From an optimization exercise on the open Yosys and OpenROAD flow, aimed at small area, a short achievable clock period and few clock cycles; shortcuts taken in it are not production practice. No functional check of the RTL was part of any run shown here. Power is estimated from default activity; no workload was simulated.

==> design/flow/flow/run.sh <==
#!/bin/bash
# The standard layout, with every port buffered by a buf_1 (instead of the
# buffer buffer_ports picks by default) and a clock tree built without dummy
# loads. Each tool's full output is in orfs/logs/; make's output in make.log.
set -euo pipefail
export BUFFER_PORTS_ARGS="-buffer_cell sky130_fd_sc_hd__buf_1"
export CTS_ARGS="-sink_clustering_enable -repair_clock_nets -buf_list sky130_fd_sc_hd__clkbuf_4 -sink_clustering_size 8 -sink_clustering_max_diameter 35 -dont_use_dummy_load"
bash standard.sh > make.log 2>&1
==> design/flow/standard.sh <==
#!/bin/bash
# synth_recipe.tcl (not shown) runs the flow's synth.tcl, then flattens the netlist and writes it again
# the make line also repeats each setting of config.mk as NAME=value (left out here)
make -C /OpenROAD-flow-scripts/flow DESIGN_CONFIG=/design/flow/config.mk WORK_HOME=/design/flow/orfs CLKGATE_MAP_FILE= SYNTH_SCRIPT=/design/flow/synth_recipe.tcl "${@:-finish}"
==> design/flow/config.mk <==
export PLATFORM = sky130hd
export DESIGN_NAME = polyline_codec
export DESIGN_NICKNAME = polyline_codec
export VERILOG_FILES = /design/flow/design.v
export SDC_FILE = /design/flow/constraint.sdc
export NUM_CORES = 4
export LEC_CHECK = 0
export CAP_MARGIN = 20
export CORE_MARGIN = 2
export CORE_UTILIZATION = 40
export CTS_BUF_LIST = sky130_fd_sc_hd__clkbuf_4
export CTS_CLUSTER_DIAMETER = 35
export CTS_CLUSTER_SIZE = 8
export PLACE_DENSITY = 0.6
export SETUP_SLACK_MARGIN = 2.0
export SLEW_MARGIN = 20
==> design/flow/constraint.sdc <==
create_clock -name core_clock -period 5.0 [get_ports {clk}]
set_input_delay 1.0000 -clock core_clock [delete_from_list [all_inputs] [get_ports {clk}]]
set_output_delay 1.0000 -clock core_clock [all_outputs]
set_load 0.01 [all_outputs]
==> design/flow/design.v <==
module plenc (
    input  wire        clk,
    input  wire        rst,
    input  wire        in_valid,
    output wire        in_ready,
    input  wire [64:0] in_data,
    output wire        out_valid,
    input  wire        out_ready,
    output wire [8:0]  out_data
);
    function [31:0] fast_add(input [31:0] a, input [31:0] b, input cin);
        reg [31:0] p, g, pp, gg;
        integer l, i, j;
        begin
            p  = a ^ b;
            g  = a & b;
            gg = g;
            pp = p;
            gg[0] = g[0] | (p[0] & cin);
            for (l = 0; l < 5; l = l + 1)
                for (i = 0; i < 32; i = i + 1)
                    if ((i >> l) & 1) begin
                        j = ((i >> (l + 1)) << (l + 1)) + (1 << l) - 1;
                        gg[i] = gg[i] | (pp[i] & gg[j]);
                        pp[i] = pp[i] & pp[j];
                    end
            fast_add = p ^ {gg[30:0], cin};
        end
    endfunction
    reg [31:0] nprev_lat;   
    reg [31:0] nprev_lng;   
    reg [31:0] va;
    reg [31:0] vb;
    reg        st_lat;      
    reg        st_lng;      
    reg        tail_v;
    reg [4:0]  tail;        
    reg [1:0]  eos_n;       
    reg        ov;
    reg        oeos;
    reg [7:0]  obyte;
    reg        ir;
    wire        in_op  = in_data[64];
    wire [31:0] in_lat = in_data[63:32];
    wire [31:0] in_lng = in_data[31:0];
    wire [31:0] d_lat = fast_add(in_lat, nprev_lat, 1'b1);
    wire [31:0] d_lng = fast_add(in_lng, nprev_lng, 1'b1);
    wire [4:0] ch_a   = va[4:0] ^ {5{va[31]}};
    wire       cont_a = |(va[31:5] ^ {27{va[31]}});
    wire [4:0] ch_b   = vb[4:0] ^ {5{vb[31]}};
    wire       cont_b = |(vb[31:5] ^ {27{vb[31]}});
    wire       cont_b2 = |(vb[31:10] ^ {22{vb[31]}});    
    function [7:0] enc_byte(input cont, input [4:0] ch);
        enc_byte = 8'd63 + {2'b00, cont, ch};
    endfunction
    wire ofree = !ov || out_ready;
    wire take  = in_valid && ir;
    wire ld_tail = ofree && tail_v;
    wire ld_eos  = ofree && !tail_v && (eos_n != 2'd0);
    wire ld_a    = ofree && !tail_v && (eos_n == 2'd0) && st_lat;
    wire ld_b    = ofree && !tail_v && (eos_n == 2'd0) && !st_lat && st_lng;
    reg        st_lat_n, st_lng_n, tail_v_n, b_last_n;
    reg [1:0]  eos_n_n;
    always @(*) begin
        st_lat_n = st_lat;
        st_lng_n = st_lng;
        tail_v_n = tail_v && !ld_tail;
        b_last_n = !cont_b;
        eos_n_n  = eos_n - {1'b0, ld_eos};
        if (ld_a && !cont_a) begin
            st_lat_n = 1'b0;
            st_lng_n = 1'b1;
        end
        if (ld_b) begin
            if (!cont_b) st_lng_n = 1'b0;
            b_last_n = !cont_b2;
        end
        if (take) begin
            if (in_op) begin
                eos_n_n  = eos_n_n + 2'd1;
                st_lng_n = 1'b0;
                if (st_lng && !ld_b) tail_v_n = 1'b1;
            end else begin
                st_lat_n = 1'b1;
                st_lng_n = 1'b0;
                if (st_lng && !ld_b) tail_v_n = 1'b1;
            end
        end
    end
    assign in_ready  = ir;
    assign out_valid = ov;
    assign out_data  = {oeos, obyte};
    always @(posedge clk) begin
        if (rst) begin
            nprev_lat <= 32'hFFFFFFFF;
            nprev_lng <= 32'hFFFFFFFF;
            st_lat   <= 1'b0;
            st_lng   <= 1'b0;
            tail_v   <= 1'b0;
            eos_n    <= 2'd0;
            ov       <= 1'b0;
            ir       <= 1'b1;
        end else begin
            st_lat <= st_lat_n;
            st_lng <= st_lng_n;
            tail_v <= tail_v_n;
            eos_n  <= eos_n_n;
            ir     <= (eos_n_n != 2'd2) && !st_lat_n && (!st_lng_n || b_last_n);
            if (ofree) ov <= 1'b0;
            if (ld_tail) begin
                ov    <= 1'b1;
                oeos  <= 1'b0;
                obyte <= enc_byte(1'b0, tail);
            end
            if (ld_eos) begin
                ov    <= 1'b1;
                oeos  <= 1'b1;
                obyte <= 8'd0;
            end
            if (ld_a) begin
                ov    <= 1'b1;
                oeos  <= 1'b0;
                obyte <= enc_byte(cont_a, ch_a);
                va    <= {{5{va[31]}}, va[31:5]};
            end
            if (ld_b) begin
                ov    <= 1'b1;
                oeos  <= 1'b0;
                obyte <= enc_byte(cont_b, ch_b);
                vb    <= {{5{vb[31]}}, vb[31:5]};
            end
            if (take) begin
                if (st_lng && !ld_b) tail <= ch_b;
                if (in_op) begin
                    nprev_lat <= 32'hFFFFFFFF;
                    nprev_lng <= 32'hFFFFFFFF;
                end else begin
                    va       <= {d_lat[30:0], 1'b0};
                    vb       <= {d_lng[30:0], 1'b0};
                    nprev_lat <= ~in_lat;
                    nprev_lng <= ~in_lng;
                end
            end
        end
    end
endmodule
module pldec (
    input  wire        clk,
    input  wire        rst,
    input  wire        in_valid,
    output wire        in_ready,
    input  wire [8:0]  in_data,
    output wire        out_valid,
    input  wire        out_ready,
    output wire [65:0] out_data
);
    function [31:0] fast_add(input [31:0] a, input [31:0] b, input cin);
        reg [31:0] p, g, pp, gg;
        integer l, i, j;
        begin
            p  = a ^ b;
            g  = a & b;
            gg = g;
            pp = p;
            gg[0] = g[0] | (p[0] & cin);
            for (l = 0; l < 5; l = l + 1)
                for (i = 0; i < 32; i = i + 1)
                    if ((i >> l) & 1) begin
                        j = ((i >> (l + 1)) << (l + 1)) + (1 << l) - 1;
                        gg[i] = gg[i] | (pp[i] & gg[j]);
                        pp[i] = pp[i] & pp[j];
                    end
            fast_add = p ^ {gg[30:0], cin};
        end
    endfunction
    localparam [1:0] K_POINT = 2'd0, K_END = 2'd1, K_ERR = 2'd2;
    localparam [1:0] ES_IDLE = 2'd0, ES_CLR = 2'd1, ES_LOAD = 2'd2, ES_WAIT = 2'd3;
    reg [31:0] dreg;
    reg        s;
    reg [2:0]  k;
    reg        phase;       
    reg [31:0] cursor;
    reg        inc_q;       
    reg        clr_q;       
    reg        pend;        
    reg        pend_lng;    
    reg        end2;        
    reg [1:0]  endc;        
    reg [1:0]  es;          
    reg [31:0] A;
    reg [31:0] B;
    reg        ov;
    reg [1:0]  kind;
    reg        sk_v;
    reg [6:0]  sk;
    wire [6:0]  src    = sk_v ? sk : {in_data[8], in_data[5:0]};
    wire        src_v  = sk_v || in_valid;
    wire        in_eos = src[6];
    wire [5:0]  t      = src[5:0] + 6'd1;    
    wire [4:0]  c      = t[4:0];
    wire        cont   = t[5];
    wire [4:0]  cs     = c ^ {5{s}};
    wire ofree  = !ov || out_ready;
    wire do_end = ofree && (endc != 2'd0);
    wire ev_go  = ofree && (endc == 2'd0) && pend;
    wire blocked = (pend && !ev_go) || end2 || (es != ES_IDLE) || (endc == 2'd3);
    wire take   = src_v && !blocked;
    wire take_b = take && !in_eos;
    wire take_e = take && in_eos;
    wire err_clr  = (es == ES_CLR) && ofree && (endc == 2'd0) && !pend;
    wire err_ld   = (es == ES_LOAD);
    wire err_done = (es == ES_WAIT) && out_ready;
    wire [31:0] sum = fast_add(A, dreg, 1'b0);
    wire new_ev  = (take_b && !cont) || (take_e && phase);
    wire pend_n  = new_ev || (pend && !ev_go);
    wire end2_n  = (take_e && phase) || (end2 && !ev_go);
    wire [1:0] endc_n = endc - {1'b0, do_end}
                        + {1'b0, (take_e && !phase && k == 3'd0) || (ev_go && end2)};
    wire ov_n    = (ov && !ofree) || do_end || (ev_go && pend_lng) || err_ld
                   || (es == ES_WAIT && !out_ready);
    reg [1:0] es_n;
    always @(*) begin
        es_n = es;
        if (take_e && !phase && k != 3'd0) es_n = ES_CLR;
        if (err_clr)  es_n = ES_LOAD;
        if (err_ld)   es_n = ES_WAIT;
        if (err_done) es_n = ES_IDLE;
    end
    assign in_ready  = !sk_v;
    assign out_valid = ov;
    assign out_data  = {kind, A, B};
    always @(posedge clk) begin
        if (rst) begin
            k      <= 3'd0;
            phase  <= 1'b0;
            cursor <= 32'd0;
            inc_q  <= 1'b0;
            clr_q  <= 1'b0;
            pend   <= 1'b0;
            end2   <= 1'b0;
            endc   <= 2'd0;
            es     <= ES_IDLE;
            A      <= 32'd0;
            B      <= 32'd0;
            ov     <= 1'b0;
            sk_v   <= 1'b0;
        end else begin
            pend <= pend_n;
            end2 <= end2_n;
            endc <= endc_n;
            es   <= es_n;
            ov   <= ov_n;
            sk_v <= src_v && !take;
            if (!sk_v) sk <= {in_data[8], in_data[5:0]};
            if (ev_go || err_ld) begin
                A <= B;
                B <= sum;
            end
            if (err_ld) begin
                A    <= 32'd1;
                kind <= K_ERR;
            end
            if (ev_go && pend_lng) kind <= K_POINT;
            if (do_end || err_clr || err_done) begin
                A <= 32'd0;
                B <= 32'd0;
            end
            if (do_end) kind <= K_END;
            cursor <= clr_q ? 32'd0 : fast_add(cursor, 32'd0, inc_q);
            inc_q  <= take_b;
            clr_q  <= (take_e && (phase || k == 3'd0)) || err_clr;
            if (err_clr) dreg <= cursor;
            if (take_b) begin
                if (k == 3'd0) begin
                    s    <= c[0];
                    dreg <= {{28{c[0]}}, c[4:1] ^ {4{c[0]}}};
                end
                if (k == 3'd1) dreg[8:4]   <= cs;
                if (k == 3'd2) dreg[13:9]  <= cs;
                if (k == 3'd3) dreg[18:14] <= cs;
                if (k == 3'd4) dreg[23:19] <= cs;
                if (k == 3'd5) dreg[28:24] <= cs;
                if (k == 3'd6) dreg[31:29] <= {cs[1], cs[1], cs[0]};
                if (cont) begin
                    if (k != 3'd7) k <= k + 3'd1;
                end else begin
                    k        <= 3'd0;
                    phase    <= !phase;
                    pend_lng <= phase;
                end
            end
            if (take_e) begin
                k      <= 3'd0;
                phase  <= 1'b0;
                if (phase) begin
                    pend_lng <= 1'b1;
                    if (k == 3'd0) dreg <= 32'd0;
                end
            end
        end
    end
endmodule
module polyline_codec (
    input  wire        clk,
    input  wire        rst,
    input  wire        enc_in_valid,
    output wire        enc_in_ready,
    input  wire [64:0] enc_in_data,
    output wire        enc_out_valid,
    input  wire        enc_out_ready,
    output wire [8:0]  enc_out_data,
    input  wire        dec_in_valid,
    output wire        dec_in_ready,
    input  wire [8:0]  dec_in_data,
    output wire        dec_out_valid,
    input  wire        dec_out_ready,
    output wire [65:0] dec_out_data
);
    plenc u_enc (
        .clk(clk), .rst(rst),
        .in_valid(enc_in_valid), .in_ready(enc_in_ready), .in_data(enc_in_data),
        .out_valid(enc_out_valid), .out_ready(enc_out_ready), .out_data(enc_out_data)
    );
    pldec u_dec (
        .clk(clk), .rst(rst),
        .in_valid(dec_in_valid), .in_ready(dec_in_ready), .in_data(dec_in_data),
        .out_valid(dec_out_valid), .out_ready(dec_out_ready), .out_data(dec_out_data)
    );
endmodule
==> results of run 1 <==
==> cells by family (layout without fill, tap and decap cells) <==
group	count (synthesis)	count (layout)	share of synthesized area, %
adders and majority gates	122	122	9.62
xor gates and xnor gates	119	119	6.12
buffers and inverters	140	306	3.19
and+or+nand+nor	656	656	17.4
AOI/OAI and AO/OA	465	465	16.9
DFF	299	299	42.2
other	1	6	0.0220
muxes	75	75	4.55
==> registers in the layout (all words and copies together), names as in the netlist, 31 cells and up <==
signal and count:
u_enc.vb 32, u_enc.nprev_lng 31, u_dec.B 32, u_enc.nprev_lat 31
u_dec.dreg 32, u_enc.va 32, u_dec.A 32, u_dec.cursor 32
==> how the worst min path moves through the flow <==
stage	from	to	slack, ps	cells past startpoint
after CTS	enc_in_data[49]	u_enc.nprev_lat[17]$_SDFFE_PP1P_	350	2
final	enc_in_data[49]	u_enc.nprev_lat[17]$_SDFFE_PP1P_	430	2
after global routing	enc_in_data[49]	u_enc.nprev_lat[17]$_SDFFE_PP1P_	360	2
after floorplan	u_dec.cursor[31]$_SDFF_PP0_	u_dec.cursor[31]$_SDFF_PP0_	450	2
after global placement	u_dec.cursor[31]$_SDFF_PP0_	u_dec.cursor[31]$_SDFF_PP0_	460	2
after detailed placement	u_dec.B[29]$_SDFFE_PP0P_	u_dec.A[29]$_SDFFE_PP0P_	460	2
==> metal layers <==
metal	share of wire, %	vias up
met4	3.3	2
met1	44	6470
met3	4.5	104
met2	48	344
met5	0.031	-
li1	-	7066
==> cells in the mapped netlist (10+ instances only) <==
cell / count
nor4_1: 10
edfxtp_1: 120
buf_1: 13
a21oi_1: 183
or3_1: 17
xnor2_1: 63
and3_1: 13
nand4_1: 19
nand2_1: 259
fa_1: 15
o21ai_1: 14
ha_1: 107
a221oi_1: 11
and2_1: 14
xor2_1: 56
clkbuf_1: 57
a31oi_1: 20
o21ai_0: 83
a21o_1: 27
o22ai_1: 15
inv_1: 58
mux2_2: 17
mux2i_1: 57
nor3_1: 36
o21a_1: 10
nand3_1: 58
a211oi_1: 23
nor2_1: 182
dfxtp_1: 179
==> power groups by stage <==
stage          clock, mW  combinational, mW  sequential, mW
6_report            1.48               1.93            3.16
5_1_grt             1.64               2.17            3.20
4_1_cts             1.55               1.89            3.16
3_5_place_dp           0               1.87            3.22
3_3_place_gp           0               1.83            3.21
2_1_floorplan          0               1.42            3.14
==> repair_timing <==
action,CTS,global route
setup buffers,2,10
setup endpoints to repair,24,48
gates resized for setup,10,27
cloned,0,0
endpoints found under the hold margin,0,0
pin swaps,9,27
==> metrics by stage <==
stage	std cells	power (mW)	instance area (um2)	hold slack, ps
6_report	2587	6.57	19000	435
5_1_grt	2587	7.02	19000	358
4_1_cts	2572	6.61	18800	347
3_5_place_dp	2503	5.09	18200	461
3_3_place_gp	2503	5.04	18200	458
2_1_floorplan	1877	4.56	17200	445
==> cell type report <==
cell class	count	area share, %
Sequential cell	299	37.8
Timing Repair Buffer	180	4.18
Clock buffer	67	2.65
Antenna cell	5	0.0658
Tap cell	539	3.55
Inverter	59	1.32
Multi-Input combinational cell	1438	50.4
==> run summary, run 1 <==
The run finished with no timing, DRC or antenna violations. The tools report the part of the power in combinational logic as 29.4%. Leaving out fill and tap cells, the most frequent cell in the layout is nand2_1. For the number of CTS-inserted buffers, the log shows 67. Setup repair after global routing could not meet its margin everywhere. Count of input and output buffers: 153. The clock arrives with 83.6 ps of skew.

The run gives 1877 as the number of standard cells after synthesis. Fill cells in the final layout number 4125. For the met1 capacity usage during global routing, the log shows 22.8%. Dividing the detail-routed via count by the number of cells gives 5.41. The run gives 5470 ps as the required arrival time at the worst endpoint. Broken down by cell family, the worst path's largest delay share belongs to compound AO/OA/AOI/OAI gates. Met2 capacity usage during global routing: 31.9%. The endpoint arrival time on the critical path came out at 3490 ps. In this run the worst path has a maximum fanout of 3. The combined area of the multi-input logic cells was 9590 um2; the area of the placeable core was 41900 um2. Tracing the worst setup path back leads to its startpoint at enc_in_data[32]. In the global route stage, met3 resource usage came out at 3.95%. Walking the worst path, the cells encountered are buf_4 > inv_12 > ha_4 > inv_2 > fa_2 > a211o_1 > a21o_1 > a21o_1 > a21o_1 > a21o_1 > fa_2 > xor2_2 > nand2_1 > o21ai_1. The count of pins over their slew limit is 0. Clock tree synthesis selected as its root buffer the cell clkbuf_4. Clock transition at the registers of the reported paths: 90 ps.

Number of max-cap violations: 0. Setup violations remaining at the end of the flow were counted as 0. Counting flops and latches in the post-synthesis netlist gives 299. The share of the Yosys chip area taken by registers is 42.2%. IR analysis of the VDD net gives a maximum drop of 230 uV. The analysis attributes to cell leakage a power of 7.34 nW.

The number of hold-repair buffers added at the cts stage was 0; the number of synthesized flops with an enable pin was 120. Sequential cells burn 48.1% of the power. Routed length per instance: 16.0 um. After synthesis, the netlist uses 81 different library cells.

At the pin with the least slew margin, the transition time is 895 ps. Based on the critical path, the design can be clocked at up to 331 MHz. After synthesis, the mean cell area works out to 9.08 um2. Detailed placement finished with a half-perimeter wire length of 30.3 mm. The dominant cell type by area after synthesis is edfxtp_1.

The tools report the beginning of the worst register-to-register path as u_enc.nprev_lat[0]$_SDFFE_PP1P_. The number of antenna violations at the first check in global routing is 3. Yosys printed 2 warnings. The smallest clock period supported by the final layout is computed as 3020 ps. In the layout the commonest cells are nand2_1, a21oi_1, nor2_1. Of the available clock period, the critical path in the final layout requires 60.4%.

For the hold violation total from the final report, the log shows 0. The run gives 0 as the number of nets with antenna violations after detailed routing. The full die area was 44300 um2. Across the whole layout, storage elements account for 7190 um2. Setup slack closes at 1980 ps.

The tools report the nature of the critical path startpoint as an input port. The global-route layer with the greatest usage is met2. The logs give 1050 ps for the worst slack after detailed placement and 0.901 for the weighted congestion at the end of routability-driven global placement. Across every metal layer, demand over resource in global routing totals 18.6%. In the synthesized netlist the dominant register cell turns out to be dfxtp_1.

Relative to the synthesized area, the layout overhead comes to 11.6%. The clock network is responsible for 22.5% of the overall power. The first routing iteration left 884 violations.

The logic depth of the worst register-to-register path came out at 13. Following the worst setup path forward leads to its endpoint at u_enc.va[10]$_DFFE_PN_. The tools report the capturing element type of the critical path as a flip-flop. In this run the vertical extent of the chip is 210 um. For this block, the routed nets add up to 41.3 mm of wire.

When the netlist entered floorplanning its net count stood at 2079. The total power density per cell area is 346 nW/um2. The later pin in the worst-skew pair is clocked with a latency of 780 ps.

The final route contains 14000 vias. Measured on the finished design, the core utilization comes to 45.3%. After synthesis the cells add up to 17000 um2. The die boundary width is 210 um. The post-synthesis async set-or-reset flop share came out at 0%.

Once the floorplan was initialized, standard cells occupied 40.6% of the core. Headroom to the max-slew limit came out at 40.4%. The length of the first detailed-routing pass in iterations was 5; the final net count was 2247.

After synthesis, the largest area contributor takes up 21.2% of total cell area. The logs give 13600 for the via count of the first global-routing pass and 3 for the number of H-tree levels. The path class of the tightest hold or removal check is in -> reg. Of the cells placed in the final design, the portion with a size suffix greater than 1 is 9.40%. Across all register-to-register paths, the minimum setup slack is 2060 ps. The clock passes through at most 3 buffers. The fraction of power spent switching nets is 34.8%, and the number of cells on the critical path is 14. The net switching power figure came out at 2.29 mW. Startpoint-to-endpoint class of the critical path: in -> reg. The worst register-to-register path ends at u_enc.va[10]$_DFFE_PN_. On the critical path, the stage with the largest delay is an instance of a211o_1. The number of buffers and inverters on the critical path is 3. After global routing the overflow that remains totals 0. Entering global routing, the biggest net connects 64 pins. Counting every sink on the clock net gives 299. The first global-routing pass estimated 67.5 mm of wire. Row generation in the floorplan step produced 75 rows.

The number of top-level pins is 159, and the final-layout setup total negative slack is 0 ps. The cell occurring most often along the worst timing path is a21o_1. By area the synthesized netlist is led by edfxtp_1, dfxtp_1, ha_1.

Internal power comes to 4.28 mW. For this run, design rule violations remaining after detail routing come to 0. TritonCTS built the clock tree. The largest incremental delay on the critical path was 370 ps.
==> inputs of run 2 (changes only) <==
--- a/design/flow/config.mk
+++ b/design/flow/config.mk
@@ -9,3 +9,3 @@
 export CORE_MARGIN = 2
-export CORE_UTILIZATION = 40
+export CORE_UTILIZATION = 60
 export CTS_BUF_LIST = sky130_fd_sc_hd__clkbuf_4
@@ -13,3 +13,3 @@
 export CTS_CLUSTER_SIZE = 8
-export PLACE_DENSITY = 0.6
+export PLACE_DENSITY = 0.75
 export SETUP_SLACK_MARGIN = 2.0
==> run 2 against run 1 <==
Sequential share of layout area grew 0.57 points. Clock-buffer cell count decreased by 13. Still clean. Worst hold slack improved by 18 ps. Critical path type unchanged.
==> run summary, run 2 <==
Flop and latch count out of synthesis: 299 (unchanged). Capturing element type of the critical path: a flip-flop (unchanged). The growth of design area from synthesis to finish is 9.92% (was 11.6%), and the final-layout setup total negative slack is 0 ps (unchanged).

The total routing usage reported by global routing was 25.8% (was 18.6%); the post-synthesis async set-or-reset flop share was 0% (unchanged). The required arrival time at the worst endpoint is 5420 ps (was 5470 ps). The total congestion overflow was 0 (unchanged); the number of cells traversed by the worst hold path was 2 (unchanged). The final net count was 2239 (was 2247). The commonest non-fill, non-tap cell in the layout was nand2_1 (unchanged). The tools report the full die area as 29800 um2 (was 44300 um2).

Via count of the first global-routing pass: 13600 (about the same). Number of nets with antenna violations after detailed routing: 0 (unchanged). The detailed-route via count came out at 14100 (was 14000).

Leading post-synthesis cells by instance count: nand2_1, a21oi_1, nor2_1 (unchanged). The relative slew slack is 33.1% (was 40.4%), and the register area share after synthesis is 42.2% (unchanged). TritonCTS built the clock tree. The maximum fanout count along the critical path is 4 (was 3), and the number of CTS-inserted buffers is 54 (was 67). Dominant cells by area after synthesis: edfxtp_1, dfxtp_1, ha_1 (unchanged). The routed length per instance was 16.3 um (was 16.0 um). The clock sink count came out at 299 (unchanged). The number of nets produced by synthesis came out at 2079 (unchanged). The post-synthesis cell type count is 81 (unchanged). The number of H-tree levels came out at 2 (was 3). For the DRC marker count from the first detailed-route iteration, the log shows 702 (was 884). The run gives 0 (unchanged) as the number of max-cap violations. Number of antenna violations at the first check in global routing: 2 (was 3). Clock insertion delay at the later pin of the skew report: 720 ps (was 780 ps).

The logic depth of the worst register-to-register path was 12 (was 13). The tools report the nature of the critical path startpoint as an input port (unchanged). The die boundary width is 173 um (was 210 um), and the final routed DRC violation total is 0 (unchanged).

The worst supply voltage drop on vdd is 218 uV (was 230 uV). The logs give 334 MHz (was 331 MHz) for the maximum clock rate and 61.1% (was 40.6%) for the initial core utilization. The number of top-level pins came out at 159 (unchanged). The tools report the number of standard cells after synthesis as 1877 (unchanged). The most repeated cell in the gate-level netlist after synthesis was nand2_1 (unchanged). The area of the placeable core was 27900 um2 (was 41900 um2); the total of endpoints with negative setup slack in the final report was 0 (unchanged).

The run gives 28.6 mm (was 30.3 mm) as the placed wire-length estimate. Height of the die: 173 um (was 210 um). The minimum clock period is 2990 ps (was 3020 ps), and the leakage power total is 7.30 nW (was 7.34 nW). The run gives 0.865 (was 0.901) as the weighted congestion at the end of routability-driven global placement. The run gives 17000 um2 (unchanged) as the netlist area before placement. The post-route worst setup slack is 2010 ps (was 1980 ps). The clock tree root driver cell is clkbuf_4 (unchanged).

Floorplan row count: 61 (was 75). The top cell type's share of synthesized area works out to 21.2% (unchanged). Commonest non-fill, non-tap cells in the layout: nand2_1, a21oi_1, nor2_1, dfxtp_1, buf_1 (was nand2_1, a21oi_1, nor2_1). Startpoint-to-endpoint class of the critical path: in -> reg (unchanged). Number of warning messages in the yosys log: 2 (unchanged). Dominant cell type by area after synthesis: edfxtp_1 (unchanged).

The largest net degree at the start of global routing came out at 64 (unchanged). Length of the first detailed-routing pass in iterations: 6 (was 5). Ratio of routed vias to standard cells: 5.86 (was 5.41). Setup repair after global routing could not meet its margin everywhere.

The share of layout cells above drive strength 1 came out at 8.55% (was 9.40%). The clock transition at the registers of the reported paths is 80 ps (was 90 ps). The tools report the final setup skew as 94.4 ps (was 83.6 ps). Buffer levels on the longest clock path: 3 (unchanged). The logs give 0 (unchanged) for the number of hold-repair buffers added at the cts stage and 39.4 mm (was 41.3 mm) for the total wire length. The run finished with no timing, DRC or antenna violations.

The tools report the worst slack after detailed placement as 1080 ps (was 1050 ps). Number of synthesized flops with an enable pin: 120 (unchanged). The pin slew with the least headroom to its limit is 1000 ps (was 895 ps). The count of input and output buffers works out to 153 (unchanged).

For the count of pins over their slew limit, the log shows 0 (unchanged). The average cell area after synthesis works out to 9.08 um2 (unchanged). First-pass GRT wire length: 64.5 mm (was 67.5 mm). The worst hold-check path type is reg -> reg (was in -> reg).

The main flop type after synthesis was dfxtp_1 (unchanged). Endpoint arrival time on the critical path: 3410 ps (was 3490 ps). The total power density per cell area came out at 342 nW/um2 (was 346 nW/um2).

The hold violation total from the final report was 0 (unchanged); the portion of the clock cycle consumed by the worst path in the final layout was 59.8% (was 60.4%).
==> run 2: per-layer routing <==
metal | GRT usage (%) | up-vias | share of wire, %
met2 | 46.6 | 354 | 50
met3 | 4.20 | 99 | 4.5
met5 | 0 | - | 0.038
li1 | - | 7048 | -
met4 | 10.3 | 2 | 3.2
met1 | 30.5 | 6638 | 42
==> run 2: repair_timing <==
action                                  CTS  global route
endpoints found under the setup margin   17            21
gates resized for setup                  10            24
buffers inserted                          4             9
endpoints found under the hold margin     0             0
pin swaps                                 9            16
==> run 2: cell type report <==
class,instances,area [um2]
clock buffer,54,405
fill,2355,9130
tap,378,473
sequential,299,7190
timing repair buffer,185,855
multi-input combinational,1438,9550
antenna,1,2.50
inverter,59,250
==> run 2: worst max-delay path: stages <==
cell and delay, ps:
buf_12 110, inv_12 40, ha_4 110, inv_2 30, fa_2 330, a211o_1 310
a211oi_4 280, nor2_4 90, o2111a_1 280, o21ai_2 160, a21oi_2 100, or3_1 350
a31o_1 200
==> run 2: worst paths after layout <==
path                            slack (ps)                             from                        to
worst min register to register         450         u_dec.B[17]$_SDFFE_PP0P_  u_dec.A[17]$_SDFFE_PP0P_
worst max-delay path                  2010                  enc_in_data[32]    u_enc.va[20]$_DFFE_PN_
worst max register to register        2060  u_enc.nprev_lat[0]$_SDFFE_PP1P_    u_enc.va[20]$_DFFE_PN_
worst min-delay path                   450         u_dec.B[17]$_SDFFE_PP0P_  u_dec.A[17]$_SDFFE_PP0P_
==> run 2: cell families (layout without fill, tap and decap cells) <==
kind of cell | after synthesis | count (layout) | share of synthesized area (%)
and+or+nand+nor | 656 | 656 | 17.4
AOI/OAI and AO/OA | 465 | 465 | 16.9
DFF | 299 | 299 | 42.2
buffers and inverters | 140 | 298 | 3.19
adders and majority gates | 122 | 122 | 9.62
xor gates and xnor gates | 119 | 119 | 6.12
muxes | 75 | 75 | 4.55
other | 1 | 2 | 0.0220
==> run 2: power breakdown <==
| part | internal [mW] | switching (mW) |
|---|---|---|
| registers | 2.91 | 0.262 |
| clock network | 0.490 | 0.809 |
| logic | 0.760 | 1.16 |
| total | 4.17 | 2.23 |
==> run 2: through the flow <==
stage | hold WS [ps] | area, um2 | cells | util (%) | power (mW)
after floorplan | 445 | 17200 | 1877 | - | 4.56
after global placement | 454 | 18100 | 2346 | 64.8 | 5.02
after detailed placement | 460 | 18100 | 2346 | 64.8 | 5.09
after CTS | 445 | 18500 | 2404 | 66.6 | 6.39
after global routing | 462 | 18700 | 2414 | 67.2 | 6.79
final | 453 | 18700 | 2414 | 67.2 | 6.40
==> inputs of run 3 (changes only) <==
--- a/design/flow/config.mk
+++ b/design/flow/config.mk
@@ -9,3 +9,3 @@
 export CORE_MARGIN = 2
-export CORE_UTILIZATION = 60
+export CORE_UTILIZATION = 40
 export CTS_BUF_LIST = sky130_fd_sc_hd__clkbuf_4
@@ -13,3 +13,4 @@
 export CTS_CLUSTER_SIZE = 8
-export PLACE_DENSITY = 0.75
+export GPL_TIMING_DRIVEN = 1
+export PLACE_DENSITY = 0.6
 export SETUP_SLACK_MARGIN = 2.0
==> run 3 against run 2 <==
Worst hold slack lost 18 ps. Area after synthesis did not move. Clock power rose by 14%. Highest routed layer unchanged. Non-clock buffer count is 5 lower. Power increased by 2.7%. Sequential cell count is the same. Via count decreased by 1.1%. Critical path type unchanged. Register-to-register slack barely moved. Clock-buffer cell count up 13. Sequential share of layout area down 0.57 points.
==> run summary, run 3 <==
The tools report the nature of the critical path startpoint as an input port (unchanged). The average cell area after synthesis was 9.08 um2 (unchanged). The DRC marker count from the first detailed-route iteration is 884 (was 702). The total routing usage reported by global routing was 18.6% (was 25.8%); the final setup skew was 83.6 ps (was 94.4 ps). Most repeated cell in the gate-level netlist after synthesis: nand2_1 (unchanged).

The maximum fanout count along the critical path is 3 (was 4), and the leakage power total is 7.34 nW (was 7.30 nW). Commonest non-fill, non-tap cells in the layout: nand2_1, a21oi_1, nor2_1 (was nand2_1, a21oi_1, nor2_1, dfxtp_1, buf_1). The worst hold-check path type was in -> reg (was reg -> reg). The maximum clock rate is 331 MHz (was 334 MHz). The run gives 41900 um2 (was 27900 um2) as the area of the placeable core. The growth of design area from synthesis to finish came out at 11.6% (was 9.92%).

The capturing element type of the critical path is a flip-flop (unchanged). The run gives 3 (was 2) as the number of antenna violations at the first check in global routing. Endpoint arrival time on the critical path: 3490 ps (was 3410 ps). The worst slack after detailed placement was 1050 ps (was 1080 ps). For the placed wire-length estimate, the log shows 30.3 mm (was 28.6 mm).

The number of hold-repair buffers added at the cts stage was 0 (unchanged). The worst supply voltage drop on vdd was 230 uV (was 218 uV). The total of endpoints with negative setup slack in the final report came out at 0 (unchanged).

For the number of H-tree levels, the log shows 3 (was 2). TritonCTS built the clock tree. For the weighted congestion at the end of routability-driven global placement, the log shows 0.901 (was 0.865). Post-synthesis async set-or-reset flop share: 0% (unchanged). The clock transition at the registers of the reported paths is 90 ps (was 80 ps), and the register area share after synthesis is 42.2% (unchanged). The run gives 0 (unchanged) as the final routed DRC violation total.

For the largest net degree at the start of global routing, the log shows 64 (unchanged). The top cell type's share of synthesized area was 21.2% (unchanged); the height of the die was 210 um (was 173 um). Dominant cells by area after synthesis: edfxtp_1, dfxtp_1, ha_1 (unchanged). The number of synthesized flops with an enable pin was 120 (unchanged); the clock insertion delay at the later pin of the skew report was 780 ps (was 720 ps).

The run gives 75 (was 61) as the floorplan row count. The tools report the post-synthesis cell type count as 81 (unchanged). The logs give 0 (unchanged) for the number of max-cap violations and 17000 um2 (unchanged) for the netlist area before placement.

The run gives 0 (unchanged) as the count of pins over their slew limit. Setup repair after global routing could not meet its margin everywhere. The initial core utilization was 40.6% (was 61.1%); the ratio of routed vias to standard cells was 5.41 (was 5.86). The routed length per instance works out to 16.0 um (was 16.3 um).

The commonest non-fill, non-tap cell in the layout was nand2_1 (unchanged). The via count of the first global-routing pass was 13600 (about the same). The buffer levels on the longest clock path was 3 (unchanged); the length of the first detailed-routing pass in iterations was 5 (was 6). The logs give 1877 (unchanged) for the number of standard cells after synthesis and 14000 (was 14100) for the detailed-route via count.

The total congestion overflow is 0 (unchanged), and the number of nets produced by synthesis is 2079 (unchanged). The portion of the clock cycle consumed by the worst path in the final layout was 60.4% (was 59.8%). The clock sink count was 299 (unchanged); the die boundary width was 210 um (was 173 um). The final-layout setup total negative slack was 0 ps (unchanged).

The dominant cell type by area after synthesis is edfxtp_1 (unchanged). The first-pass GRT wire length was 67.5 mm (was 64.5 mm). The tools report the post-route worst setup slack as 1980 ps (was 2010 ps).

For the full die area, the log shows 44300 um2 (was 29800 um2). The main flop type after synthesis was dfxtp_1 (unchanged). Share of layout cells above drive strength 1: 9.40% (was 8.55%). The number of nets with antenna violations after detailed routing was 0 (unchanged). Leading post-synthesis cells by instance count: nand2_1, a21oi_1, nor2_1 (unchanged). The pin slew with the least headroom to its limit came out at 895 ps (was 1000 ps). The tools report the required arrival time at the worst endpoint as 5470 ps (was 5420 ps). Total wire length: 41.3 mm (was 39.4 mm).

The total power density per cell area is 346 nW/um2 (was 342 nW/um2). For the number of top-level pins, the log shows 159 (unchanged). The tools report the clock tree root driver cell as clkbuf_4 (unchanged).

The startpoint-to-endpoint class of the critical path is in -> reg (unchanged). The minimum clock period came out at 3020 ps (was 2990 ps). The count of input and output buffers is 153 (unchanged), and the relative slew slack is 40.4% (was 33.1%).

The flow ran to the end and the layout has no timing, DRC or antenna violations. For the hold violation total from the final report, the log shows 0 (unchanged). Final net count: 2247 (was 2239).

The number of CTS-inserted buffers is 67 (was 54), and the flop and latch count out of synthesis is 299 (unchanged). The run gives 2 (unchanged) as the number of warning messages in the yosys log.
-- run 3: layout make-up --
cell class                      instances  area (um2)
Antenna cell                            5        12.5
Clock buffer                           67         503
Fill cell                            4125       22900
Inverter                               59         250
Multi-Input combinational cell       1438        9590
Sequential cell                       299        7190
Tap cell                              539         674
Timing Repair Buffer                  180         795
-- run 3: cells by family (layout without fill, tap and decap cells) --
| group | count (synthesis) | in the layout | share of synthesized area (%) |
|---|---|---|---|
| flops | 299 | 299 | 42.2 |
| fa+ha+maj | 122 | 122 | 9.62 |
| xor+xnor | 119 | 119 | 6.12 |
| compound gates | 465 | 465 | 16.9 |
| other cells | 1 | 6 | 0.0220 |
| mux | 75 | 75 | 4.55 |
| simple gates | 656 | 656 | 17.4 |
| buf+inv | 140 | 306 | 3.19 |
-- run 3: layer usage --
metal  routed length (um)  vias up  share of wire, %  track usage (%)
li1                     -     7066                 -                -
met1                18300     6470                44             22.8
met2                19700      344                48             31.9
met3                 1870      104               4.5             3.95
met4                 1370        2               3.3             7.43
met5                   13        -             0.031                0
-- run 3: worst paths after layout --
| check | from | to | slack (ps) | cells after the start |
|---|---|---|---|---|
| setup / recovery | enc_in_data[32] | u_enc.va[10]$_DFFE_PN_ | 1980 | 14 |
| hold / removal | enc_in_data[49] | u_enc.nprev_lat[17]$_SDFFE_PP1P_ | 430 | 2 |
| setup reg to reg | u_enc.nprev_lat[0]$_SDFFE_PP1P_ | u_enc.va[10]$_DFFE_PN_ | 2060 | 13 |
| hold reg to reg | u_dec.B[12]$_SDFFE_PP0P_ | u_dec.A[12]$_SDFFE_PP0P_ | 440 | 2 |
-- run 3: worst max-delay path, cell delays in order --
cell     delay (ps)
buf_4           150
inv_12           50
ha_4            120
inv_2            30
fa_2            350
a211o_1         370
a21o_1          200
a21o_1          170
a21o_1          200
a21o_1          180
fa_2            370
xor2_2          160
nand2_1          70
o21ai_1          50
-- run 3: what timing repair did --
action | in CTS | in global routing
setup buffers | 2 | 10
gates resized for setup | 10 | 27
pin swaps | 9 | 27
hold endpoints to repair | 0 | 0
endpoints found under the setup margin | 24 | 48
-- run 3: where the power goes --
| part | internal [mW] | switching [mW] |
|---|---|---|
| sequential | 2.92 | 0.247 |
| clock | 0.610 | 0.869 |
| combinational | 0.756 | 1.17 |
-- run 3: per-stage QoR --
step / total power, mW / std cells / util [%] / hold slack [ps] / instance area (um2)
global placement: 5.04 / 2503 / 43.5 / 458 / 18200
global route: 7.02 / 2587 / 45.3 / 358 / 19000
CTS: 6.61 / 2572 / 44.8 / 347 / 18800
finish: 6.57 / 2587 / 45.3 / 435 / 19000
floorplan: 4.56 / 1877 / - / 445 / 17200
detailed placement: 5.09 / 2503 / 43.5 / 461 / 18200
==> inputs of run 4 (changes only) <==
--- a/design/flow/config.mk
+++ b/design/flow/config.mk
@@ -13,5 +13,4 @@
 export CTS_CLUSTER_SIZE = 8
-export GPL_TIMING_DRIVEN = 1
 export PLACE_DENSITY = 0.6
-export SETUP_SLACK_MARGIN = 2.0
+export SETUP_SLACK_MARGIN = 2.2
 export SLEW_MARGIN = 20
==> run 4 against run 3 <==
Clock skew down 6.1 ps. Final cell count up 0.73%. Still clean on timing, DRC and antenna. Synthesized cell count unchanged. Critical path type unchanged. Largest power group unchanged. Global-route usage is 0.13 points lower. Clock power barely moved. Non-clock buffer count rose by 21. First-iteration DRC count increased by 15%. Routed wire length fell by 0.79%. Critical endpoint unchanged. Via count rose by 0.42%. Largest cell class unchanged. Worst hold slack better by 24 ps. Sequential cell count unchanged. Sequential power about the same.
==> run summary, run 4 <==
The run finished with no timing, DRC or antenna violations. The run gives 0 (unchanged) as the count of pins over their slew limit. The tools report the hold violation total from the final report as 0 (unchanged). The nature of the critical path startpoint was an input port (unchanged). The run gives 0.891 (was 0.901) as the weighted congestion at the end of routability-driven global placement. The growth of design area from synthesis to finish came out at 13.1% (was 11.6%). For the register area share after synthesis, the log shows 42.2% (unchanged). The clock tree root driver cell was clkbuf_4 (unchanged).

The logs give 41900 um2 (unchanged) for the area of the placeable core and 6 (was 5) for the length of the first detailed-routing pass in iterations. The top cell type's share of synthesized area is 21.2% (unchanged), and the full die area is 44300 um2 (unchanged). The floorplan row count was 75 (unchanged). Commonest non-fill, non-tap cells in the layout: nand2_1, nor2_1, dfxtp_1 (was nand2_1, a21oi_1, nor2_1). The placed wire-length estimate is 29.8 mm (was 30.3 mm). The run gives 0 (unchanged) as the total congestion overflow. Endpoint arrival time on the critical path: 3360 ps (was 3490 ps).

The slowest cell on the critical path was a211o_1 (unchanged). For the number of top-level pins, the log shows 159 (unchanged). The run gives 2 (was 3) as the number of antenna violations at the first check in global routing. The number of standard cells after synthesis is 1877 (unchanged), and the leakage power total is 7.45 nW (was 7.34 nW). For the number of nets with antenna violations after detailed routing, the log shows 0 (unchanged). The run gives 77.5 ps (was 83.6 ps) as the final setup skew.

The run gives 1014 (was 884) as the DRC marker count from the first detailed-route iteration. The tools report the capturing element type of the critical path as a flip-flop (unchanged). The dominant cell type by area after synthesis is edfxtp_1 (unchanged). The tools report the number of H-tree levels as 3 (unchanged). Critical path cell sequence: buf_4 > inv_12 > ha_4 > inv_2 > fa_2 > a211o_1 > a21o_1 > a21o_1 > a21o_1 > a21o_1 > fa_2 > xor2_2 > nand2_1 > o21ai_1 (unchanged). Commonest non-fill, non-tap cell in the layout: nand2_1 (unchanged). The cell occurring most often along the worst timing path was a21o_1 (unchanged). Startpoint-to-endpoint class of the critical path: in -> reg (unchanged).

The tools report the total wire length as 41.0 mm (was 41.3 mm). The gate family responsible for the most delay along the worst path was compound AO/OA/AOI/OAI gates (unchanged). The first-pass GRT wire length came out at 66.8 mm (was 67.5 mm).

The die boundary width came out at 210 um (unchanged). The required arrival time at the worst endpoint was 5470 ps (about the same). The clock sink count is 299 (unchanged). The number of buffers and inverters on the critical path came out at 3 (unchanged). The sequential cell area is 7190 um2 (about the same).

The most repeated cell in the gate-level netlist after synthesis was nand2_1 (unchanged). The number of max-cap violations is 0 (unchanged), and the buffer levels on the longest clock path is 3 (unchanged). The worst supply voltage drop on vdd was 195 uV (was 230 uV); the final-layout setup total negative slack was 0 ps (unchanged). The average cell area after synthesis was 9.08 um2 (unchanged); the total of endpoints with negative setup slack in the final report was 0 (unchanged). Height of the die: 210 um (unchanged).

The number of nets produced by synthesis came out at 2079 (unchanged). Flop and latch count out of synthesis: 299 (unchanged). The clock insertion delay at the later pin of the skew report was 790 ps (was 780 ps). The largest incremental delay on the critical path works out to 350 ps (was 370 ps). The portion of the clock cycle consumed by the worst path in the final layout was 57.9% (was 60.4%); the post-synthesis cell type count was 81 (unchanged). The final routed DRC violation total came out at 0 (unchanged). Dominant cells by area after synthesis: edfxtp_1, dfxtp_1, ha_1 (unchanged).

The initial core utilization is 40.6% (unchanged). The share of layout cells above drive strength 1 was 11.2% (was 9.40%); the largest net degree at the start of global routing was 67 (was 64). The reg2reg setup slack was 2140 ps (was 2060 ps); the via count of the first global-routing pass was 13400 (was 13600).

The relative slew slack was 27.7% (was 40.4%); the pin slew with the least headroom to its limit was 1080 ps (was 895 ps). Setup repair after global routing could not meet its margin everywhere. The tools report the number of filler instances in the final layout as 4157 (was 4125). Main flop type after synthesis: dfxtp_1 (unchanged). The maximum fanout count along the critical path is 2 (was 3).

The number of warning messages in the yosys log is 2 (unchanged), and the final net count is 2267 (was 2247). The clock transition at the registers of the reported paths was 80 ps (was 90 ps). Leading post-synthesis cells by instance count: nand2_1, a21oi_1, nor2_1 (unchanged).

The routed length per instance was 15.7 um (was 16.0 um); the number of synthesized flops with an enable pin was 120 (unchanged). Total power density per cell area: 343 nW/um2 (was 346 nW/um2). TritonCTS built the clock tree. The minimum clock period was 2890 ps (was 3020 ps). The ratio of routed vias to standard cells came out at 5.39 (was 5.41).

Count of input and output buffers: 153 (unchanged). The cell total after placement is 2502 (was 2503), and the post-synthesis async set-or-reset flop share is 0% (unchanged). The logs give 14000 (about the same) for the detailed-route via count and 66 (was 67) for the number of CTS-inserted buffers. The netlist area before placement came out at 17000 um2 (unchanged).

The tools report the combined area of the multi-input logic cells as 9700 um2 (was 9590 um2). Post-layout instance count excluding filler cells: 2606 (was 2587). The total routing usage reported by global routing is 18.5% (was 18.6%). The worst hold-check path type was in -> reg (unchanged). The maximum clock rate came out at 346 MHz (was 331 MHz).
run 4: changes by cell type in the layout (fill, tap and decap cells not counted), sizes merged:
cell / delta
clkbuf: -1
diode: -1
buf: +21
run 4: final cells by class:
type | instances | share of cell area (%)
Clock buffer | 66 | 2.57
Timing Repair Buffer | 201 | 4.95
Inverter | 59 | 1.30
Antenna cell | 4 | 0.0519
Multi-Input combinational cell | 1438 | 50.3
Tap cell | 539 | 3.50
Sequential cell | 299 | 37.3
run 4: report_power, final:
part           internal (mW)  switching [mW]
logic                  0.791            1.18
registers               2.92           0.248
clock network          0.602           0.876
run 4: cell families (layout without fill, tap and decap cells):
kind of cell    after synthesis  in the layout  share of synthesized area [%]
compound gates              465            465                           16.9
xor+xnor                    119            119                           6.12
fa+ha+maj                   122            122                           9.62
buf+inv                     140            326                           3.19
flops                       299            299                           42.2
mux                          75             75                           4.55
other cells                   1              5                         0.0220
simple gates                656            656                           17.4
run 4: final timing paths:
check,startpoint,to,depth (start not counted)
worst max-delay path,enc_in_data[32],u_enc.va[10]$_DFFE_PN_,14
worst min-delay path,enc_in_data[9],u_enc.nprev_lng[9]$_SDFFE_PP1P_,2
worst max register to register,u_dec.dreg[0]$_DFFE_PN_,u_dec.B[31]$_SDFFE_PP0P_,10
worst min register to register,u_dec.B[20]$_SDFFE_PP0P_,u_dec.A[20]$_SDFFE_PP0P_,2
run 4: timing repair:
action	CTS	global route
hold buffers	0	0
endpoints found under the setup margin	40	121
pin swaps	30	30
resized for setup	24	40
setup buffers	16	18
run 4: metal layers:
metal	global-route usage, %	vias up	share of wire [%]
met5	0	-	0
met4	7.02	0	3.3
met3	3.90	102	4.2
met2	31.3	336	47
met1	23.1	6501	45
li1	-	7106	-
run 4: metrics by stage:
step           power, mW  area [um2]  setup WS (ps)  hold slack (ps)  util (%)
2_1_floorplan       4.57       17200           1600              445         -
3_3_place_gp        5.04       18200           1070              458      43.5
3_5_place_dp        5.08       18200           1060              463      43.5
4_1_cts             6.64       19000           2140              363      45.2
5_1_grt             7.08       19300           2050              371      45.9
6_report            6.62       19300           2110              459      45.9
==> inputs of run 5 (changes only) <==
--- a/design/flow/design.v
+++ b/design/flow/design.v
@@ -177,3 +177,3 @@
     localparam [1:0] ES_IDLE = 2'd0, ES_CLR = 2'd1, ES_LOAD = 2'd2, ES_WAIT = 2'd3;
-    reg [31:0] dreg;
+    reg [31:0] dp;          
     reg        s;
@@ -194,2 +194,3 @@
     reg        sk_v;
+    reg        ir;          
     reg [6:0]  sk;
@@ -212,3 +213,36 @@
     wire err_done = (es == ES_WAIT) && out_ready;
-    wire [31:0] sum = fast_add(A, dreg, 1'b0);
+    function [31:0] pg_add(input [31:0] p, input [31:0] g);
+        reg [31:0] pp, gg;
+        integer l, i, j;
+        begin
+            gg = g;
+            pp = p;
+            for (l = 0; l < 5; l = l + 1)
+                for (i = 0; i < 32; i = i + 1)
+                    if ((i >> l) & 1) begin
+                        j = ((i >> (l + 1)) << (l + 1)) + (1 << l) - 1;
+                        gg[i] = gg[i] | (pp[i] & gg[j]);
+                        pp[i] = pp[i] & pp[j];
+                    end
+            pg_add = p ^ {gg[30:0], 1'b0};
+        end
+    endfunction
+    wire [31:0] sum = pg_add(dp, A & ~dp);
+    wire [31:0] aeff = (endc != 2'd0) ? 32'd0 : (ev_go ? B : A);
+    wire [31:0] dv0 = {{28{c[0]}}, c[4:1] ^ {4{c[0]}}};    
+    wire [31:0] dvk = {cs[1], cs[1], cs[0], cs, cs, cs, cs, cs, 4'd0};
+    reg  [31:0] dwe;
+    always @(*) begin
+        case (k)
+            3'd0:    dwe = 32'hFFFFFFFF;
+            3'd1:    dwe = 32'h000001F0;
+            3'd2:    dwe = 32'h00003E00;
+            3'd3:    dwe = 32'h0007C000;
+            3'd4:    dwe = 32'h00F80000;
+            3'd5:    dwe = 32'h1F000000;
+            3'd6:    dwe = 32'hE0000000;
+            default: dwe = 32'h00000000;
+        endcase
+    end
+    wire [31:0] dv = (k == 3'd0) ? dv0 : dvk;
     wire new_ev  = (take_b && !cont) || (take_e && phase);
@@ -228,3 +262,3 @@
     end
-    assign in_ready  = !sk_v;
+    assign in_ready  = ir;
     assign out_valid = ov;
@@ -246,2 +280,3 @@
             sk_v   <= 1'b0;
+            ir     <= 1'b1;
         end else begin
@@ -253,2 +288,3 @@
             sk_v <= src_v && !take;
+            ir   <= !(src_v && !take);
             if (!sk_v) sk <= {in_data[8], in_data[5:0]};
@@ -271,14 +307,8 @@
             clr_q  <= (take_e && (phase || k == 3'd0)) || err_clr;
-            if (err_clr) dreg <= cursor;
+            if (err_clr) begin
+                dp <= cursor;
+            end
             if (take_b) begin
-                if (k == 3'd0) begin
-                    s    <= c[0];
-                    dreg <= {{28{c[0]}}, c[4:1] ^ {4{c[0]}}};
-                end
-                if (k == 3'd1) dreg[8:4]   <= cs;
-                if (k == 3'd2) dreg[13:9]  <= cs;
-                if (k == 3'd3) dreg[18:14] <= cs;
-                if (k == 3'd4) dreg[23:19] <= cs;
-                if (k == 3'd5) dreg[28:24] <= cs;
-                if (k == 3'd6) dreg[31:29] <= {cs[1], cs[1], cs[0]};
+                if (k == 3'd0) s <= c[0];
+                dp <= (dp & ~dwe) | ((aeff ^ dv) & dwe);
                 if (cont) begin
@@ -296,3 +326,5 @@
                     pend_lng <= 1'b1;
-                    if (k == 3'd0) dreg <= 32'd0;
+                    if (k == 3'd0) begin
+                        dp <= aeff;
+                    end
                 end
--- a/design/flow/config.mk
+++ b/design/flow/config.mk
@@ -14,3 +14,3 @@
 export PLACE_DENSITY = 0.6
-export SETUP_SLACK_MARGIN = 2.2
+export SETUP_SLACK_MARGIN = 2.0
 export SLEW_MARGIN = 20
==> run 5 against run 4 <==
Still clean on timing, DRC and antenna. Maximum frequency decreased by 3.3%. Critical path depth unchanged. Clock power increased by 8%. Sequential power increased by 2%. Clock-buffer cell count increased by 9. Synthesized cell count increased by 6.9%. Largest cell class unchanged.
==> run summary, run 5 <==
The clock sink count came out at 300 (was 299). The most repeated cell in the gate-level netlist after synthesis is nand2_1 (unchanged). The reg2reg setup slack was 2040 ps (was 2140 ps). The first-pass GRT wire length was 74.3 mm (was 66.8 mm); the placed wire-length estimate was 32.8 mm (was 29.8 mm). The worst supply voltage drop on vdd was 163 uV (was 195 uV). For the number of nets with antenna violations after detailed routing, the log shows 0 (unchanged). The final routed DRC violation total was 0 (unchanged). The logs give 400 ps (was 459 ps) for the tightest hold margin and 34.4% (was 27.7%) for the relative slew slack. The flop and latch count out of synthesis is 300 (was 299). The run gives 20.6% (was 18.5%) as the total routing usage reported by global routing.

The number of max-cap violations was 0 (unchanged); the sequential cell area was 7210 um2 (was 7190 um2). The slowest cell on the critical path was fa_2 (was a211o_1). Critical path cell sequence: buf_2 > inv_12 > ha_4 > inv_2 > fa_2 > a21o_1 > a221oi_4 > a221o_1 > a21oi_4 > nor2_4 > o31ai_4 > o21a_1 > or3_1 > a31o_2 (was buf_4 > inv_12 > ha_4 > inv_2 > fa_2 > a211o_1 > a21o_1 > a21o_1 > a21o_1 > a21o_1 > fa_2 > xor2_2 > nand2_1 > o21ai_1). The commonest non-fill, non-tap cell in the layout is nand2_1 (unchanged).

The run gives 0 (unchanged) as the total of endpoints with negative setup slack in the final report. The share of cell area taken by muxes after synthesis works out to 2.69% (was 4.55%). The logs give 83 (was 81) for the post-synthesis cell type count and 6 (unchanged) for the length of the first detailed-routing pass in iterations. The number of cells traversed by the worst hold path is 2 (unchanged). Post-route worst setup slack: 2010 ps (was 2110 ps). The clock insertion delay at the later pin of the skew report was 790 ps (about the same); the average cell area after synthesis was 8.64 um2 (was 9.08 um2). The logs give 2174 (was 2079) for the number of nets produced by synthesis and 4315 (was 4157) for the number of filler instances in the final layout. The minimum clock period is 2990 ps (was 2890 ps), and the ratio of routed vias to standard cells is 5.49 (was 5.39). Largest incremental delay on the critical path: 330 ps (was 350 ps). Combinational family with the most area after synthesis: compound AO/OA/AOI/OAI gates (was simple AND/OR/NAND/NOR gates). The number of cells on the critical path was 14 (unchanged); the leakage power total was 7.23 nW (was 7.45 nW).

Setup repair after global routing could not meet its margin everywhere. The total congestion overflow was 0 (unchanged). The growth of design area from synthesis to finish came out at 12.2% (was 13.1%).

The tools report the endpoint of the worst-slack reg-to-reg timing path as u_enc.vb[27]$_DFFE_PN_ (was u_dec.B[31]$_SDFFE_PP0P_). The tools report the hold violation total from the final report as 0 (unchanged). The total power density per cell area is 353 nW/um2 (was 343 nW/um2), and the via count of the first global-routing pass is 14600 (was 13400). Height of the die: 212 um (was 210 um).

The number of H-tree levels came out at 3 (unchanged). The post-synthesis async set-or-reset flop share is 0% (unchanged). Main flop type after synthesis: dfxtp_1 (unchanged).

The number of synthesized flops with an enable pin came out at 120 (unchanged). The flow ran to the end and the layout has no timing, DRC or antenna violations. The pin slew with the least headroom to its limit came out at 979 ps (was 1080 ps).

The start point of the critical path is enc_in_data[0] (was enc_in_data[32]). The endpoint arrival time on the critical path was 3530 ps (was 3360 ps); the clock transition at the registers of the reported paths was 80 ps (about the same). The number of antenna violations at the first check in global routing was 2 (unchanged); the number of CTS-inserted buffers was 75 (was 66). The gate family responsible for the most delay along the worst path is compound AO/OA/AOI/OAI gates (unchanged). The logs give 58.0 ps (was 77.5 ps) for the final setup skew and 40.4% (was 40.6%) for the initial core utilization. The run gives 0 ps (unchanged) as the final-layout setup total negative slack.

The area share of and/or/nand/nor cells after synthesis was 18.8% (was 17.4%); the area of the placeable core was 42900 um2 (was 41900 um2). Commonest non-fill, non-tap cells in the layout: nand2_1, a21oi_1, nor2_1 (was nand2_1, nor2_1, dfxtp_1). TritonCTS built the clock tree.

The number of buffers and inverters on the critical path came out at 3 (unchanged). The detailed-route via count came out at 15200 (was 14000). The logic depth of the worst register-to-register path was 13 (was 10).

Dominant cells by area after synthesis: dfxtp_1, edfxtp_1, a21oi_1 (was edfxtp_1, dfxtp_1, ha_1). The worst slack after detailed placement came out at 967 ps (was 1060 ps). The dominant cell type by area after synthesis was dfxtp_1 (was edfxtp_1).

The beginning of the worst register-to-register path is u_enc.nprev_lng[0]$_SDFFE_PP1P_ (was u_dec.dreg[0]$_DFFE_PN_). The worst hold-check path type was in -> reg (unchanged). The tools report the buffer levels on the longest clock path as 3 (unchanged). The start point of the worst min-delay path was enc_in_data[7] (was enc_in_data[9]). The post-synthesis compound-gate area fraction is 19.6% (was 16.9%). The netlist area before placement is 17300 um2 (was 17000 um2), and the DRC marker count from the first detailed-route iteration is 1022 (was 1014). Share of layout cells above drive strength 1: 9.90% (was 11.2%). The maximum fanout count along the critical path works out to 4 (was 2). Capturing element type of the critical path: a flip-flop (unchanged). The run gives 334 MHz (was 346 MHz) as the maximum clock rate. Clock tree root driver cell: clkbuf_4 (unchanged).

The largest net degree at the start of global routing came out at 77 (was 67). The tools report the register area share after synthesis as 41.6% (was 42.2%). The run gives 46.2 mm (was 41.0 mm) as the total wire length. For the number of standard cells after synthesis, the log shows 2006 (was 1877). The nature of the critical path startpoint is an input port (unchanged). The die boundary width was 212 um (was 210 um). The xor and xnor area share after synthesis works out to 6.87% (was 6.12%).

The combined area of the multi-input logic cells was 9790 um2 (was 9700 um2). Startpoint-to-endpoint class of the critical path: in -> reg (unchanged). The routed length per instance works out to 16.7 um (was 15.7 um). The run gives 76 (was 75) as the floorplan row count.

The tools report the number of warning messages in the yosys log as 2 (unchanged). Leading post-synthesis cells by instance count: nand2_1, a21oi_1, nor2_1 (unchanged). Count of pins over their slew limit: 0 (unchanged).

Worst-case hold path end point: u_enc.nprev_lng[7]$_SDFFE_PP1P_ (was u_enc.nprev_lng[9]$_SDFFE_PP1P_). The required arrival time at the worst endpoint was 5530 ps (was 5470 ps); the weighted congestion at the end of routability-driven global placement was 0.855 (was 0.891). The final net count came out at 2341 (was 2267). The full die area was 45000 um2 (was 44300 um2).

The number of top-level pins is 159 (unchanged), and the share of synthesized cell area in full adder, half adder and majority cells is 6.78% (was 9.62%). The top cell type's share of synthesized area was 20.8% (was 21.2%); the count of input and output buffers was 153 (unchanged). Portion of the clock cycle consumed by the worst path in the final layout: 59.8% (was 57.9%).
run 5: cell type report:
type | instances | area share (%)
Multi-Input combinational cell | 1544 | 50.3
Timing Repair Buffer | 191 | 4.61
Sequential cell | 300 | 37.0
Tap cell | 585 | 3.76
Clock buffer | 75 | 2.89
Antenna cell | 6 | 0.0772
Inverter | 61 | 1.32
run 5: worst max path at each step:
stage                        endpoint  slack [ps]
3_3_place_gp   u_enc.vb[27]$_DFFE_PN_         960
3_5_place_dp   u_enc.vb[27]$_DFFE_PN_         970
6_report       u_enc.vb[27]$_DFFE_PN_        2010
5_1_grt         u_dec.dp[6]$_DFFE_PN_        1910
2_1_floorplan  u_enc.vb[27]$_DFFE_PN_        1430
4_1_cts        u_dec.dp[18]$_DFFE_PN_        2010
run 5: logic make-up after synthesis:
group                      after synthesis
xor gates and xnor gates               136
DFF                                    300
buffers and inverters                  162
and+or+nand+nor                        726
other                                    1
muxes                                   44
adders and majority gates               88
AOI/OAI and AO/OA                      549
run 5: repair_timing:
| item | in CTS | in global routing |
|---|---|---|
| pin swaps | 9 | 4 |
| endpoints found under the setup margin | 64 | 47 |
| cloned | 0 | 0 |
| hold buffers | 0 | 0 |
| setup buffers | 7 | 3 |
| hold endpoints to repair | 0 | 0 |
| resized for setup | 14 | 21 |
run 5: metrics by stage:
stage	instance area, um2	util [%]	cells	total power [mW]
after detailed placement	18700	43.5	2670	5.25
final	19500	45.4	2762	6.86
after CTS	19300	45.0	2752	6.91
after global placement	18700	43.5	2670	5.19
after floorplan	17600	-	2006	4.67
after global routing	19500	45.4	2759	7.32
run 5: routing by layer:
metal,GRT usage (%),routed length [um],vias to the layer above
met5,0,0,-
met2,34.9,21800,434
met4,8.69,1780,0
li1,-,-,7522
met1,25.1,20100,7099
met3,4.51,2540,116
run 5: power by group:
group | switching, mW | leakage, nW | total [mW] | internal (mW)
clock network | 0.923 | 0.345 | 1.60 | 0.679
registers | 0.296 | 2.62 | 3.21 | 2.91
logic | 1.26 | 4.27 | 2.05 | 0.794

## port drivers added, routing unchanged
The results above use ideal ports. As a check the final layouts listed here were re-extracted and re-timed, cells and wires unchanged. Step 1: set_driving_cell puts a clkbuf_16 on clk and a buf_2 on each other input, an assumption about the parent block. Step 2 times the ports against the registers' clock, not the clock port: input delays grow and output delays shrink by t, the midpoint of the rising clock arrivals with the driver on. Three values: ideal ports, drivers, drivers and shift; two values: the first two.
run | t (ns) | setup slack, ns | latest minus earliest clock arrival (ns) | pins driven straight from the clock port
run 1 | 0.784 | 1.979 / 2.006 / 1.222 | 0.083 / 0.084 | 1
run 2 | 0.718 | 2.008 / 2.001 / 1.284 | 0.095 / 0.095 | 1
run 3 | 0.784 | 1.979 / 2.006 / 1.222 | 0.083 / 0.084 | 1
run 4 | 0.800 | 2.107 / 2.131 / 1.331 | 0.078 / 0.078 | 1
run 5 | 0.809 | 2.008 / 2.033 / 1.223 | 0.065 / 0.065 | 1
After both steps setup and hold are still met in every run listed. The setup slack of run 5, which loses most, moves by +0.025 ns with the drivers and by -0.785 ns with both steps.
